Background: an optimization exercise with open tools, aiming at small area, a short achievable clock period and few clock cycles. Do not read the settings as production practice. In this exercise RTL edits were held to simulation tests only and were not proved equivalent to the original. Power figures rest on the tool's default switching activity, not on a simulated workload.

==> run D: inputs <==
Design vs_resampler, start of the top module:
module vs_resampler (
    input  wire        clk,
    input  wire        rst,
    input  wire        start,
    input  wire [1:0]  method,        
    input  wire [14:0] src_w,
    input  wire [14:0] src_h,
    input  wire [14:0] dst_w,
    input  wire [14:0] dst_h,
    input  wire [31:0] src_base,
    input  wire [15:0] src_stride,
    input  wire [31:0] dst_base,
    input  wire [15:0] dst_stride,
    output wire        done,
    output wire        err,
    output wire        rd_en,
    output wire [31:0] rd_addr,
    input  wire [7:0]  rd_data,
    output wire        wr_en,
    output wire [31:0] wr_addr,
    output wire [7:0]  wr_data
);
  localparam S_IDLE = 2'd0;
  localparam S_DIV  = 2'd1;
  localparam S_RUN  = 2'd2;
  localparam S_FIN  = 2'd3;
  reg [1:0] st;
  reg       err_r;
  reg       m4, mb, mn;
  wire start_ok = start && (st == S_IDLE || st == S_FIN);
  reg  [4:0]  cnt;
  reg  [14:0] rx, ry;         
  reg  [30:0] qx, qy;         
  reg  [15:0] rdx, rdy;       
  reg  [15:0] k0, k1;         
  reg  [14:0] sw_r, sh_r, dw_r, dh_r;
  wire        div_fin = (cnt == 5'd31);
  wire        nbx = qx[30];
  wire        nby = qy[30];
  wire [14:0] rx_n, ry_n;
  wire        qbx, qby;
  wire [15:0] dfx, dfy;
  vs_divider u_divx (.rem(rx), .nbit(nbx), .fin(div_fin), .den(dw_r),
                     .rem_next(rx_n), .qbit(qbx), .diff(dfx));
  vs_divider u_divy (.rem(ry), .nbit(nby), .fin(div_fin), .den(dh_r),
                     .rem_next(ry_n), .qbit(qby), .diff(dfy));
  wire [15:0] k_a   = (cnt == 5'd16) ? k0 : {k0[14:0], 1'b0};
  wire [15:0] k_sum = k_a + (((cnt == 5'd16) || qy[0]) ? src_stride : 16'd0);
  reg  [30:0] xpos;           
  reg  [14:0] ex;             
  reg  [14:0] xrem;           
  reg  [15:0] fx_c;           
  reg         toff1;          
  reg  [1:0]  toff2, toff3;
  wire        last_col = (xrem == 15'd0);
  wire [14:0] ixn   = xpos[30:16];
  reg         cx_r;           
  wire [15:0] xcs   = {1'b0, ex} + rdx;
  wire [14:0] ex_step = cx_r ? xcs[14:0] : ex + rx;
  ...
export LEC_CHECK = 0
export ABC_CLOCK_PERIOD_IN_PS = 6000
export CAP_MARGIN = 20
export CORE_MARGIN = 2
export CORE_UTILIZATION = 50
export SETUP_SLACK_MARGIN = 5
export SLEW_MARGIN = 20
export SYNTH_MEMORY_MAX_BITS = 65536
create_clock -name core_clock -period 16.0 [get_ports {clk}]
run.sh (not shown) runs the stock make flow with config.mk's settings and CLKGATE_MAP_FILE= SYNTH_SCRIPT=/design/flow/synth_recipe.tcl, a recipe that flattens the netlist after the stock synthesis.
==> inputs of run P, as changes to run D <==
--- a/flow/design.v
+++ b/flow/design.v
@@ -844,11 +844,15 @@
   reg  [4:0]  cnt;
   reg  [14:0] rx, ry;         
   reg  [30:0] qx, qy;         
   reg  [15:0] rdx, rdy;       
   reg  [15:0] k0, k1;         
-  reg  [14:0] sw_r, sh_r, dw_r, dh_r;
+  reg  [31:0] sbase, dbase;
+  reg  [15:0] sstride;
+  wire [14:0] sw_r = src_w;
+  wire [14:0] sh_r = src_h;
+  reg  [14:0] dw_r, dh_r;
   wire        div_fin = (cnt == 5'd31);
   wire        nbx = qx[30];
   wire        nby = qy[30];
   wire [14:0] rx_n, ry_n;
   wire        qbx, qby;
@@ -856,11 +860,11 @@
   vs_divider u_divx (.rem(rx), .nbit(nbx), .fin(div_fin), .den(dw_r),
                      .rem_next(rx_n), .qbit(qbx), .diff(dfx));
   vs_divider u_divy (.rem(ry), .nbit(nby), .fin(div_fin), .den(dh_r),
                      .rem_next(ry_n), .qbit(qby), .diff(dfy));
   wire [15:0] k_a   = (cnt == 5'd16) ? k0 : {k0[14:0], 1'b0};
-  wire [15:0] k_sum = k_a + (((cnt == 5'd16) || qy[0]) ? src_stride : 16'd0);
+  wire [15:0] k_sum = k_a + (((cnt == 5'd16) || qy[0]) ? sstride : 16'd0);
   reg  [30:0] xpos;           
   reg  [14:0] ex;             
   reg  [14:0] xrem;           
   reg  [15:0] fx_c;           
   reg         toff1;          
@@ -912,11 +916,12 @@
   reg         ltsh;           
   reg         rtop;           
   reg         thr;            
   wire [1:0]  klast   = n1[1:0];
   wire        running = (st == S_RUN) && p_live;
-  wire        p_pend  = (rf <= hi_p);              
+  reg         pp_r;           
+  wire        p_pend  = pp_r;                      
   wire        jmp_p   = (rfn < hi_p);              
   wire        jmp_q   = (rfn < hi_q);
   wire        need_q  = (rf <= hi_q);
   wire        dup_now = (kt == 2'd0) && dupf;
   wire        lastop  = dup_now || (kt == klast);
@@ -931,17 +936,19 @@
   wire [15:0] rd_off = mn ? (p_read ? off_q : off_p) : (wo + {14'd0, toff_k});
   wire        col_load = (st == S_RUN && !p_live && !last_col) || (emit && last_p && !last_col);
   wire signed [16:0] rf1  = rf + 17'sd1;
   wire signed [16:0] lo_p = hi_p - n1;
   wire [7:0]  hp = fx_c[15:8];
+  wire [15:0] cmag = m4 ? {((kt == 2'd3) ? (8'd0 - hp) : hp), hp} : mb ? fx_c : 16'd1;
+  reg  [1:0]  p1k;
   wire [6:0]  h_t0;
   wire [10:0] h_t1, h_t2;
-  vs_tap_t0 u_ht0 (.phase((kt == 2'd3) ? (8'd0 - hp) : hp), .tap(h_t0));
-  vs_tap_t1 u_ht1 (.phase(hp), .tap(h_t1));
-  vs_tap_t2 u_ht2 (.phase(hp), .tap(h_t2));
-  wire [15:0] cmag = m4 ? ((kt == 2'd1) ? {5'd0, h_t1} : (kt == 2'd2) ? {5'd0, h_t2} : {9'd0, h_t0})
-                        : mb ? fx_c : 16'd1;
+  vs_tap_t0 u_ht0 (.phase(p1c[15:8]), .tap(h_t0));
+  vs_tap_t1 u_ht1 (.phase(p1c[7:0]), .tap(h_t1));
+  vs_tap_t2 u_ht2 (.phase(p1c[7:0]), .tap(h_t2));
+  wire [15:0] c2n = m4 ? ((p1k == 2'd1) ? {5'd0, h_t1} : (p1k == 2'd2) ? {5'd0, h_t2} : {9'd0, h_t0})
+                       : p1c;
   wire        cneg = m4 ? (kt == 2'd0 || kt == 2'd3) : (mb && kt == 2'd0);
   reg         rd_en_r;
   reg  [31:0] rd_addr_r;
   assign rd_en   = rd_en_r;
   assign rd_addr = rd_addr_r;
@@ -969,27 +976,28 @@
   reg  [15:0] g1, g2, g3, g4, g5, g6;
   reg         f1, f2, f3, f4, f5, f6, f7, f8;
   reg         l1, l2, l3, l4, l5, l6, l7, l8;
   reg         mA, mB, mBil, mN;       
   reg         sA, sB, sBil, sN;       
-  reg  [7:0]  op0, op1, sh2, sh3, sw8;
-  reg  [15:0] vc0, vc1;               
-  reg  [23:0] pm0, pm1;
+  reg  signed [8:0] op0;
+  reg  [7:0]  op1, sh2, sh3, sw8;
+  reg  [15:0] vc0;
+  reg  [6:0]  vc1;
+  reg  signed [24:0] pm0;
+  reg  [14:0] pm1;
   reg  signed [25:0] vsum;
   reg         vres_v, vres_l;
-  wire        vlook_b = mA;
-  wire [7:0]  vp = vlook_b ? g6[15:8] : g5[15:8];
+  reg  [7:0]  vph, vph0;              
   wire [6:0]  v_t0;
   wire [10:0] v_t1, v_t2;
-  vs_tap_t0 u_vt0 (.phase(vlook_b ? (8'd0 - vp) : vp), .tap(v_t0));
-  vs_tap_t1 u_vt1 (.phase(vp), .tap(v_t1));
-  vs_tap_t2 u_vt2 (.phase(vp), .tap(v_t2));
-  wire [23:0] vm0 = op0 * vc0;
-  wire [23:0] vm1 = op1 * vc1;
-  wire signed [25:0] vbase = sB ? vsum : sA ? 26'sd512 : $signed({2'b00, sw8, 16'h8000});
-  wire signed [25:0] vdiff = sB ? ($signed({2'b00, pm0}) - $signed({2'b00, pm1}))
-                                : ($signed({2'b00, pm1}) - $signed({2'b00, pm0}));
+  vs_tap_t0 u_vt0 (.phase(vph0), .tap(v_t0));
+  vs_tap_t1 u_vt1 (.phase(vph), .tap(v_t1));
+  vs_tap_t2 u_vt2 (.phase(vph), .tap(v_t2));
+  wire signed [24:0] vm0 = op0 * $signed({1'b0, vc0});
+  wire [14:0] vm1 = op1 * vc1;
+  wire signed [25:0] vbase = sB ? vsum : sA ? 26'sd512 : sBil ? $signed({2'b00, sw8, 16'h8000}) : 26'sd0;
+  wire signed [25:0] vdiff = $signed({pm0[24], pm0}) - $signed({11'd0, pm1});
   wire        vfin = sB || sBil || sN;
   wire        vf_first = m4 ? f8 : f7;
   wire        vf_last  = m4 ? l8 : l7;
   wire signed [15:0] vsh = vsum[25:10];
   wire [7:0]  vres = mn ? vsum[7:0] : mb ? vsum[23:16]
@@ -1036,14 +1044,10 @@
       cnt  <= 5'd0;
       rx   <= 15'd0;
       ry   <= 15'd0;
       qx   <= {src_w, 16'd0};
       qy   <= {src_h, 16'd0};
-      sw_r <= src_w;
-      sh_r <= src_h;
-      dw_r <= dst_w;
-      dh_r <= dst_h;
       k0   <= 16'd0;
       xpos <= 31'd0;
       ex   <= 15'd0;
       cx_r <= 1'b0;
       xrem <= dst_w;
@@ -1091,11 +1095,18 @@
       kt      <= 2'd0;
       pa      <= !m4 && (sh_r > 15'd1);
       dupf    <= 1'b0;
       ltsh    <= 1'b1;
       rtop    <= m4;
+      pp_r    <= 1'b1;
     end else begin
+      if (do_jump || (do_op && lastop && rtop))
+        pp_r <= 1'b1;
+      else if (emit)
+        pp_r <= (do_op && lastop) ? (rf < hi_q) : (rf <= hi_q);
+      else if (do_op && lastop)
+        pp_r <= (rf < hi_p);
       if (emit) begin
         hi_p    <= hi_q;
         gy_p    <= gy_q;
         off_p   <= off_q;
         first_p <= 1'b0;
@@ -1118,30 +1129,30 @@
       end
       if (do_jump) begin
         kt   <= 2'd0;
         rf   <= lo_p;
         rfn  <= hi_p;
-        wo   <= off_p - (m4 ? src_stride : 16'd0);
+        wo   <= off_p - (m4 ? sstride : 16'd0);
         pa   <= (lo_p + 17'sd1) < sh_s;
         dupf <= 1'b0;
         ltsh <= 1'b1;
         rtop <= 1'b0;
       end else if (do_op) begin
         if (lastop && rtop) begin
           kt   <= 2'd0;
           rf   <= 17'sd1;
           rfn  <= rfn + 17'sd2;
-          wo   <= wo + src_stride;
+          wo   <= wo + sstride;
           pa   <= 1'b1;
           dupf <= 1'b0;
           ltsh <= 1'b1;
           rtop <= 1'b0;
         end else if (lastop) begin
           kt   <= 2'd0;
           rf   <= rf1;
           rfn  <= rfn + 17'sd1;
-          wo   <= pa ? wo + src_stride : wo;
+          wo   <= pa ? wo + sstride : wo;
           pa   <= (rf1 >= 17'sd0) && ((rf + 17'sd2) < sh_s);
           dupf <= (rf1 >= sh_s);
           ltsh <= rf1 < sh_s;
         end else begin
           kt <= kt + 2'd1;
@@ -1163,11 +1174,15 @@
       p2v <= p1v;
       p3v <= p2v;
       p4v <= p3v;
       hl  <= p4v && p4l;
     end
-    rd_addr_r <= src_base + {16'd0, rd_off};
+    sbase     <= src_base;
+    dw_r      <= dst_w;
+    dh_r      <= dst_h;
+    sstride   <= src_stride;
+    rd_addr_r <= sbase + {16'd0, rd_off};
     p1f <= mn || (kt == 2'd0);
     p1l <= mn || lastop;
     p1d <= !mn && dup_now;
     p2d <= p1d;
     p3d <= p2d;
@@ -1178,11 +1193,12 @@
     p3t <= p2t;
     p4t <= p3t;
     ht  <= p4t;
     p1n <= cneg;
     p1c <= cmag;
-    p2f <= p1f; p2l <= p1l; p2n <= p1n; p2c <= p1c;
+    p1k <= kt;
+    p2f <= p1f; p2l <= p1l; p2n <= p1n; p2c <= c2n;
     p3f <= p2f; p3l <= p2l; p3n <= p2n; p3c <= p2c;
     din <= rd_data;
     din4 <= din;
     hprod_r <= hprod;
     p4f <= p3f; p4l <= p3l; p4n <= p3n;
@@ -1237,36 +1253,42 @@
     g4 <= g3; f4 <= f3; l4 <= l3;
     g5 <= g4; f5 <= f4; l5 <= l4;
     g6 <= g5; f6 <= f5; l6 <= l5;
     f7 <= f6; l7 <= l6;
     f8 <= f7; l8 <= l7;
-    if (v5) begin
-      op0 <= mn ? w3 : m4 ? w0 : w2;
-      op1 <= m4 ? w1 : w3;
-      vc0 <= m4 ? {9'd0, v_t0} : mb ? g5 : 16'd1;
-      vc1 <= m4 ? {5'd0, v_t1} : g5;
-      sh2 <= w2;
-      sh3 <= w3;
-    end else if (mA) begin
-      op0 <= sh2;
+    if (v4) begin
+      vph  <= g4[15:8];
+      vph0 <= g4[15:8];
+    end else if (v5 && m4) begin
+      vph  <= g5[15:8];
+      vph0 <= 8'd0 - g5[15:8];
+    end
+    if (mA) begin
+      op0 <= $signed({1'b0, sh2});
       op1 <= sh3;
       vc0 <= {5'd0, v_t2};
-      vc1 <= {9'd0, v_t0};
+    end else begin
+      op0 <= mn ? $signed({1'b0, w3}) : m4 ? $signed({1'b0, w1}) : ($signed({1'b0, w3}) - $signed({1'b0, w2}));
+      op1 <= m4 ? w0 : 8'd0;
+      vc0 <= m4 ? {5'd0, v_t1} : mb ? g5 : 16'd1;
     end
+    vc1 <= v_t0;
+    sh2 <= w2;
+    sh3 <= w3;
     pm0 <= vm0;
     pm1 <= vm1;
-    sw8 <= op0;
-    if (sA || sB || sBil) vsum <= vbase + vdiff;
-    else if (sN) vsum <= {2'b00, pm0};
+    sw8 <= sh2;
+    vsum <= vbase + vdiff;
     if (vfin) begin
       vres_l <= vf_last;
       if (vf_first) begin
         wcol <= wcol + 15'd1;
         woff <= {1'b0, wcol + 15'd1};
       end else begin
         woff <= woff + dst_stride;
       end
     end
     wr_data_r <= vres;
-    wr_addr_r <= dst_base + {16'd0, woff};
+    dbase     <= dst_base;
+    wr_addr_r <= dbase + {16'd0, woff};
   end
 endmodule
==> flow/flow/run.sh (new file) <==
#!/bin/bash
set -euo pipefail
bash standard.sh SETUP_SLACK_MARGIN=11.2 finish > make_finish.log 2>&1
==> flow/standard.sh (new file) <==
#!/bin/bash
# synth_recipe.tcl (not shown) runs the flow's synth.tcl, then flattens the netlist and writes it again
# the make line also repeats each setting of config.mk as NAME=value (left out here)
make -C /OpenROAD-flow-scripts/flow DESIGN_CONFIG=/design/flow/config.mk WORK_HOME=/design/flow/orfs CLKGATE_MAP_FILE= SYNTH_SCRIPT=/design/flow/synth_recipe.tcl "${@:-finish}"
--- a/flow/config.mk
+++ b/flow/config.mk
@@ -7,8 +7,7 @@
 export LEC_CHECK = 0
 export ABC_CLOCK_PERIOD_IN_PS = 6000
 export CAP_MARGIN = 20
 export CORE_MARGIN = 2
 export CORE_UTILIZATION = 50
-export SETUP_SLACK_MARGIN = 5
 export SLEW_MARGIN = 20
 export SYNTH_MEMORY_MAX_BITS = 65536
removed: flow/run.sh
==> inputs of run E, as changes to run D <==
--- a/flow/design.v
+++ b/flow/design.v
@@ -844,11 +844,15 @@
   reg  [4:0]  cnt;
   reg  [14:0] rx, ry;         
   reg  [30:0] qx, qy;         
   reg  [15:0] rdx, rdy;       
   reg  [15:0] k0, k1;         
-  reg  [14:0] sw_r, sh_r, dw_r, dh_r;
+  reg  [31:0] sbase, dbase;
+  reg  [15:0] sstride;
+  wire [14:0] sw_r = src_w;
+  wire [14:0] sh_r = src_h;
+  reg  [14:0] dw_r, dh_r;
   wire        div_fin = (cnt == 5'd31);
   wire        nbx = qx[30];
   wire        nby = qy[30];
   wire [14:0] rx_n, ry_n;
   wire        qbx, qby;
@@ -856,11 +860,11 @@
   vs_divider u_divx (.rem(rx), .nbit(nbx), .fin(div_fin), .den(dw_r),
                      .rem_next(rx_n), .qbit(qbx), .diff(dfx));
   vs_divider u_divy (.rem(ry), .nbit(nby), .fin(div_fin), .den(dh_r),
                      .rem_next(ry_n), .qbit(qby), .diff(dfy));
   wire [15:0] k_a   = (cnt == 5'd16) ? k0 : {k0[14:0], 1'b0};
-  wire [15:0] k_sum = k_a + (((cnt == 5'd16) || qy[0]) ? src_stride : 16'd0);
+  wire [15:0] k_sum = k_a + (((cnt == 5'd16) || qy[0]) ? sstride : 16'd0);
   reg  [30:0] xpos;           
   reg  [14:0] ex;             
   reg  [14:0] xrem;           
   reg  [15:0] fx_c;           
   reg         toff1;          
@@ -912,11 +916,12 @@
   reg         ltsh;           
   reg         rtop;           
   reg         thr;            
   wire [1:0]  klast   = n1[1:0];
   wire        running = (st == S_RUN) && p_live;
-  wire        p_pend  = (rf <= hi_p);              
+  reg         pp_r;           
+  wire        p_pend  = pp_r;                      
   wire        jmp_p   = (rfn < hi_p);              
   wire        jmp_q   = (rfn < hi_q);
   wire        need_q  = (rf <= hi_q);
   wire        dup_now = (kt == 2'd0) && dupf;
   wire        lastop  = dup_now || (kt == klast);
@@ -931,17 +936,19 @@
   wire [15:0] rd_off = mn ? (p_read ? off_q : off_p) : (wo + {14'd0, toff_k});
   wire        col_load = (st == S_RUN && !p_live && !last_col) || (emit && last_p && !last_col);
   wire signed [16:0] rf1  = rf + 17'sd1;
   wire signed [16:0] lo_p = hi_p - n1;
   wire [7:0]  hp = fx_c[15:8];
+  wire [15:0] cmag = m4 ? {((kt == 2'd3) ? (8'd0 - hp) : hp), hp} : mb ? fx_c : 16'd1;
+  reg  [1:0]  p1k;
   wire [6:0]  h_t0;
   wire [10:0] h_t1, h_t2;
-  vs_tap_t0 u_ht0 (.phase((kt == 2'd3) ? (8'd0 - hp) : hp), .tap(h_t0));
-  vs_tap_t1 u_ht1 (.phase(hp), .tap(h_t1));
-  vs_tap_t2 u_ht2 (.phase(hp), .tap(h_t2));
-  wire [15:0] cmag = m4 ? ((kt == 2'd1) ? {5'd0, h_t1} : (kt == 2'd2) ? {5'd0, h_t2} : {9'd0, h_t0})
-                        : mb ? fx_c : 16'd1;
+  vs_tap_t0 u_ht0 (.phase(p1c[15:8]), .tap(h_t0));
+  vs_tap_t1 u_ht1 (.phase(p1c[7:0]), .tap(h_t1));
+  vs_tap_t2 u_ht2 (.phase(p1c[7:0]), .tap(h_t2));
+  wire [15:0] c2n = m4 ? ((p1k == 2'd1) ? {5'd0, h_t1} : (p1k == 2'd2) ? {5'd0, h_t2} : {9'd0, h_t0})
+                       : p1c;
   wire        cneg = m4 ? (kt == 2'd0 || kt == 2'd3) : (mb && kt == 2'd0);
   reg         rd_en_r;
   reg  [31:0] rd_addr_r;
   assign rd_en   = rd_en_r;
   assign rd_addr = rd_addr_r;
@@ -969,27 +976,28 @@
   reg  [15:0] g1, g2, g3, g4, g5, g6;
   reg         f1, f2, f3, f4, f5, f6, f7, f8;
   reg         l1, l2, l3, l4, l5, l6, l7, l8;
   reg         mA, mB, mBil, mN;       
   reg         sA, sB, sBil, sN;       
-  reg  [7:0]  op0, op1, sh2, sh3, sw8;
-  reg  [15:0] vc0, vc1;               
-  reg  [23:0] pm0, pm1;
+  reg  signed [8:0] op0;
+  reg  [7:0]  op1, sh2, sh3, sw8;
+  reg  [15:0] vc0;
+  reg  [6:0]  vc1;
+  reg  signed [24:0] pm0;
+  reg  [14:0] pm1;
   reg  signed [25:0] vsum;
   reg         vres_v, vres_l;
-  wire        vlook_b = mA;
-  wire [7:0]  vp = vlook_b ? g6[15:8] : g5[15:8];
+  reg  [7:0]  vph, vph0;              
   wire [6:0]  v_t0;
   wire [10:0] v_t1, v_t2;
-  vs_tap_t0 u_vt0 (.phase(vlook_b ? (8'd0 - vp) : vp), .tap(v_t0));
-  vs_tap_t1 u_vt1 (.phase(vp), .tap(v_t1));
-  vs_tap_t2 u_vt2 (.phase(vp), .tap(v_t2));
-  wire [23:0] vm0 = op0 * vc0;
-  wire [23:0] vm1 = op1 * vc1;
-  wire signed [25:0] vbase = sB ? vsum : sA ? 26'sd512 : $signed({2'b00, sw8, 16'h8000});
-  wire signed [25:0] vdiff = sB ? ($signed({2'b00, pm0}) - $signed({2'b00, pm1}))
-                                : ($signed({2'b00, pm1}) - $signed({2'b00, pm0}));
+  vs_tap_t0 u_vt0 (.phase(vph0), .tap(v_t0));
+  vs_tap_t1 u_vt1 (.phase(vph), .tap(v_t1));
+  vs_tap_t2 u_vt2 (.phase(vph), .tap(v_t2));
+  wire signed [24:0] vm0 = op0 * $signed({1'b0, vc0});
+  wire [14:0] vm1 = op1 * vc1;
+  wire signed [25:0] vbase = sB ? vsum : sA ? 26'sd512 : sBil ? $signed({2'b00, sw8, 16'h8000}) : 26'sd0;
+  wire signed [25:0] vdiff = $signed({pm0[24], pm0}) - $signed({11'd0, pm1});
   wire        vfin = sB || sBil || sN;
   wire        vf_first = m4 ? f8 : f7;
   wire        vf_last  = m4 ? l8 : l7;
   wire signed [15:0] vsh = vsum[25:10];
   wire [7:0]  vres = mn ? vsum[7:0] : mb ? vsum[23:16]
@@ -1036,14 +1044,10 @@
       cnt  <= 5'd0;
       rx   <= 15'd0;
       ry   <= 15'd0;
       qx   <= {src_w, 16'd0};
       qy   <= {src_h, 16'd0};
-      sw_r <= src_w;
-      sh_r <= src_h;
-      dw_r <= dst_w;
-      dh_r <= dst_h;
       k0   <= 16'd0;
       xpos <= 31'd0;
       ex   <= 15'd0;
       cx_r <= 1'b0;
       xrem <= dst_w;
@@ -1091,11 +1095,18 @@
       kt      <= 2'd0;
       pa      <= !m4 && (sh_r > 15'd1);
       dupf    <= 1'b0;
       ltsh    <= 1'b1;
       rtop    <= m4;
+      pp_r    <= 1'b1;
     end else begin
+      if (do_jump || (do_op && lastop && rtop))
+        pp_r <= 1'b1;
+      else if (emit)
+        pp_r <= (do_op && lastop) ? (rf < hi_q) : (rf <= hi_q);
+      else if (do_op && lastop)
+        pp_r <= (rf < hi_p);
       if (emit) begin
         hi_p    <= hi_q;
         gy_p    <= gy_q;
         off_p   <= off_q;
         first_p <= 1'b0;
@@ -1118,30 +1129,30 @@
       end
       if (do_jump) begin
         kt   <= 2'd0;
         rf   <= lo_p;
         rfn  <= hi_p;
-        wo   <= off_p - (m4 ? src_stride : 16'd0);
+        wo   <= off_p - (m4 ? sstride : 16'd0);
         pa   <= (lo_p + 17'sd1) < sh_s;
         dupf <= 1'b0;
         ltsh <= 1'b1;
         rtop <= 1'b0;
       end else if (do_op) begin
         if (lastop && rtop) begin
           kt   <= 2'd0;
           rf   <= 17'sd1;
           rfn  <= rfn + 17'sd2;
-          wo   <= wo + src_stride;
+          wo   <= wo + sstride;
           pa   <= 1'b1;
           dupf <= 1'b0;
           ltsh <= 1'b1;
           rtop <= 1'b0;
         end else if (lastop) begin
           kt   <= 2'd0;
           rf   <= rf1;
           rfn  <= rfn + 17'sd1;
-          wo   <= pa ? wo + src_stride : wo;
+          wo   <= pa ? wo + sstride : wo;
           pa   <= (rf1 >= 17'sd0) && ((rf + 17'sd2) < sh_s);
           dupf <= (rf1 >= sh_s);
           ltsh <= rf1 < sh_s;
         end else begin
           kt <= kt + 2'd1;
@@ -1163,11 +1174,15 @@
       p2v <= p1v;
       p3v <= p2v;
       p4v <= p3v;
       hl  <= p4v && p4l;
     end
-    rd_addr_r <= src_base + {16'd0, rd_off};
+    sbase     <= src_base;
+    dw_r      <= dst_w;
+    dh_r      <= dst_h;
+    sstride   <= src_stride;
+    rd_addr_r <= sbase + {16'd0, rd_off};
     p1f <= mn || (kt == 2'd0);
     p1l <= mn || lastop;
     p1d <= !mn && dup_now;
     p2d <= p1d;
     p3d <= p2d;
@@ -1178,11 +1193,12 @@
     p3t <= p2t;
     p4t <= p3t;
     ht  <= p4t;
     p1n <= cneg;
     p1c <= cmag;
-    p2f <= p1f; p2l <= p1l; p2n <= p1n; p2c <= p1c;
+    p1k <= kt;
+    p2f <= p1f; p2l <= p1l; p2n <= p1n; p2c <= c2n;
     p3f <= p2f; p3l <= p2l; p3n <= p2n; p3c <= p2c;
     din <= rd_data;
     din4 <= din;
     hprod_r <= hprod;
     p4f <= p3f; p4l <= p3l; p4n <= p3n;
@@ -1237,36 +1253,42 @@
     g4 <= g3; f4 <= f3; l4 <= l3;
     g5 <= g4; f5 <= f4; l5 <= l4;
     g6 <= g5; f6 <= f5; l6 <= l5;
     f7 <= f6; l7 <= l6;
     f8 <= f7; l8 <= l7;
-    if (v5) begin
-      op0 <= mn ? w3 : m4 ? w0 : w2;
-      op1 <= m4 ? w1 : w3;
-      vc0 <= m4 ? {9'd0, v_t0} : mb ? g5 : 16'd1;
-      vc1 <= m4 ? {5'd0, v_t1} : g5;
-      sh2 <= w2;
-      sh3 <= w3;
-    end else if (mA) begin
-      op0 <= sh2;
+    if (v4) begin
+      vph  <= g4[15:8];
+      vph0 <= g4[15:8];
+    end else if (v5 && m4) begin
+      vph  <= g5[15:8];
+      vph0 <= 8'd0 - g5[15:8];
+    end
+    if (mA) begin
+      op0 <= $signed({1'b0, sh2});
       op1 <= sh3;
       vc0 <= {5'd0, v_t2};
-      vc1 <= {9'd0, v_t0};
+    end else begin
+      op0 <= mn ? $signed({1'b0, w3}) : m4 ? $signed({1'b0, w1}) : ($signed({1'b0, w3}) - $signed({1'b0, w2}));
+      op1 <= m4 ? w0 : 8'd0;
+      vc0 <= m4 ? {5'd0, v_t1} : mb ? g5 : 16'd1;
     end
+    vc1 <= v_t0;
+    sh2 <= w2;
+    sh3 <= w3;
     pm0 <= vm0;
     pm1 <= vm1;
-    sw8 <= op0;
-    if (sA || sB || sBil) vsum <= vbase + vdiff;
-    else if (sN) vsum <= {2'b00, pm0};
+    sw8 <= sh2;
+    vsum <= vbase + vdiff;
     if (vfin) begin
       vres_l <= vf_last;
       if (vf_first) begin
         wcol <= wcol + 15'd1;
         woff <= {1'b0, wcol + 15'd1};
       end else begin
         woff <= woff + dst_stride;
       end
     end
     wr_data_r <= vres;
-    wr_addr_r <= dst_base + {16'd0, woff};
+    dbase     <= dst_base;
+    wr_addr_r <= dbase + {16'd0, woff};
   end
 endmodule
==> flow/flow/run.sh (new file) <==
#!/bin/bash
set -euo pipefail
bash standard.sh SETUP_SLACK_MARGIN=9.5 finish > make_finish.log 2>&1
==> flow/standard.sh (new file) <==
#!/bin/bash
# synth_recipe.tcl (not shown) runs the flow's synth.tcl, then flattens the netlist and writes it again
# the make line also repeats each setting of config.mk as NAME=value (left out here)
make -C /OpenROAD-flow-scripts/flow DESIGN_CONFIG=/design/flow/config.mk WORK_HOME=/design/flow/orfs CLKGATE_MAP_FILE= SYNTH_SCRIPT=/design/flow/synth_recipe.tcl "${@:-finish}"
--- a/flow/config.mk
+++ b/flow/config.mk
@@ -7,8 +7,7 @@
 export LEC_CHECK = 0
 export ABC_CLOCK_PERIOD_IN_PS = 6000
 export CAP_MARGIN = 20
 export CORE_MARGIN = 2
 export CORE_UTILIZATION = 50
-export SETUP_SLACK_MARGIN = 5
 export SLEW_MARGIN = 20
 export SYNTH_MEMORY_MAX_BITS = 65536
removed: flow/run.sh
==> run summary <==
	run E	run P	run D
Outcome	complete, no violations	complete, no violations	complete, no violations
Area enclosed by the die boundary	165000 um^2	165000 um^2	168000 um^2
Sequential power share	0.367	0.354	0.412
Endpoint of the worst register-to-register path	pm0[23]$_DFF_P_	pm0[24]$_DFF_P_	h_t1[3]$_DFF_P_
CLK BUF	181	195	164
Mapped Area	80700 um^2	80700 um^2	82500 um^2
Worst Clk Skew	0.0399 ns	0.0519 ns	0.0643 ns
Start of the worst register-to-register path	op0[0]$_DFF_P_	op0[0]$_DFF_P_	hi_p[7]$_DFFE_PP_
Synthesized net count	10304	10304	10542
HP Start	p2c[6]$_DFF_P_	p2c[0]$_DFF_P_	p1c[11]$_SDFF_PP0_
Synth Register Bits	1141	1141	1068
Pwr/cell area	108 nW/um^2	108 nW/um^2	85.5 nW/um^2
Critical Path Most Common Cell	sky130_fd_sc_hd__fa_1	sky130_fd_sc_hd__o21a_1	-
Fraction of final layout cells with drive strength greater than 1	0.0633	0.0999	0.0629
Max stage delay on crit path	0.74 ns	0.53 ns	0.69 ns
Number of different library cells in the post-synthesis netlist	118	118	107
Height of the chip	406 um	406 um	410 um
Setup WS post-layout	10.24 ns	10.93 ns	9.03 ns
Leakage	0.0371 uW	0.0380 uW	0.0381 uW
Adder and majority gate portion of the synthesized area	0.170	0.170	0.175
Part of the cycle the worst path needs	0.360	0.317	0.435
Total number of tap cells	2160	2160	2189
Xor and xnor fraction of the mapped netlist area	0.0549	0.0549	0.0590
Inserted Diodes	3	2	3
Power in combinational cells	2880 uW	3130 uW	1680 uW
Testbench counts of run D, summed over its fixed seeds: cycles 159,765.
Testbench counts of run P, summed over its fixed seeds: cycles 159,765.
Testbench counts of run E, summed over its fixed seeds: cycles 159,765.

[what the ideal ports hide]
How much do the figures lean on ideal ports? The routed layouts below were timed once more, with nothing changed but the port constraints.
Step 1, drivers: a clkbuf_16 drives clk and a buf_2 each remaining input, both assumed.
Step 2 moves the port delays by t, midway between the first and last clock arrival at a register: inputs arrive t later, outputs are due t later. That takes back most of the time a late clock gives input paths.
a / b / c = ideal / step 1 / step 2; a / b = the first two.
run	t (ns)	setup WS [ns]	slew at the worst register clock pin (ns)
run D	0.861	9.033 / 9.033 / 8.279	0.07 / 0.07
run P	0.862	10.932 / 10.960 / 10.098	0.06 / 0.06
run E	0.869	10.238 / 10.238 / 9.590	0.07 / 0.07
After both steps setup and hold are still met in every run listed. For run P, which loses most, drivers alone change the setup slack by +0.028 ns; drivers and shift together by -0.834 ns.
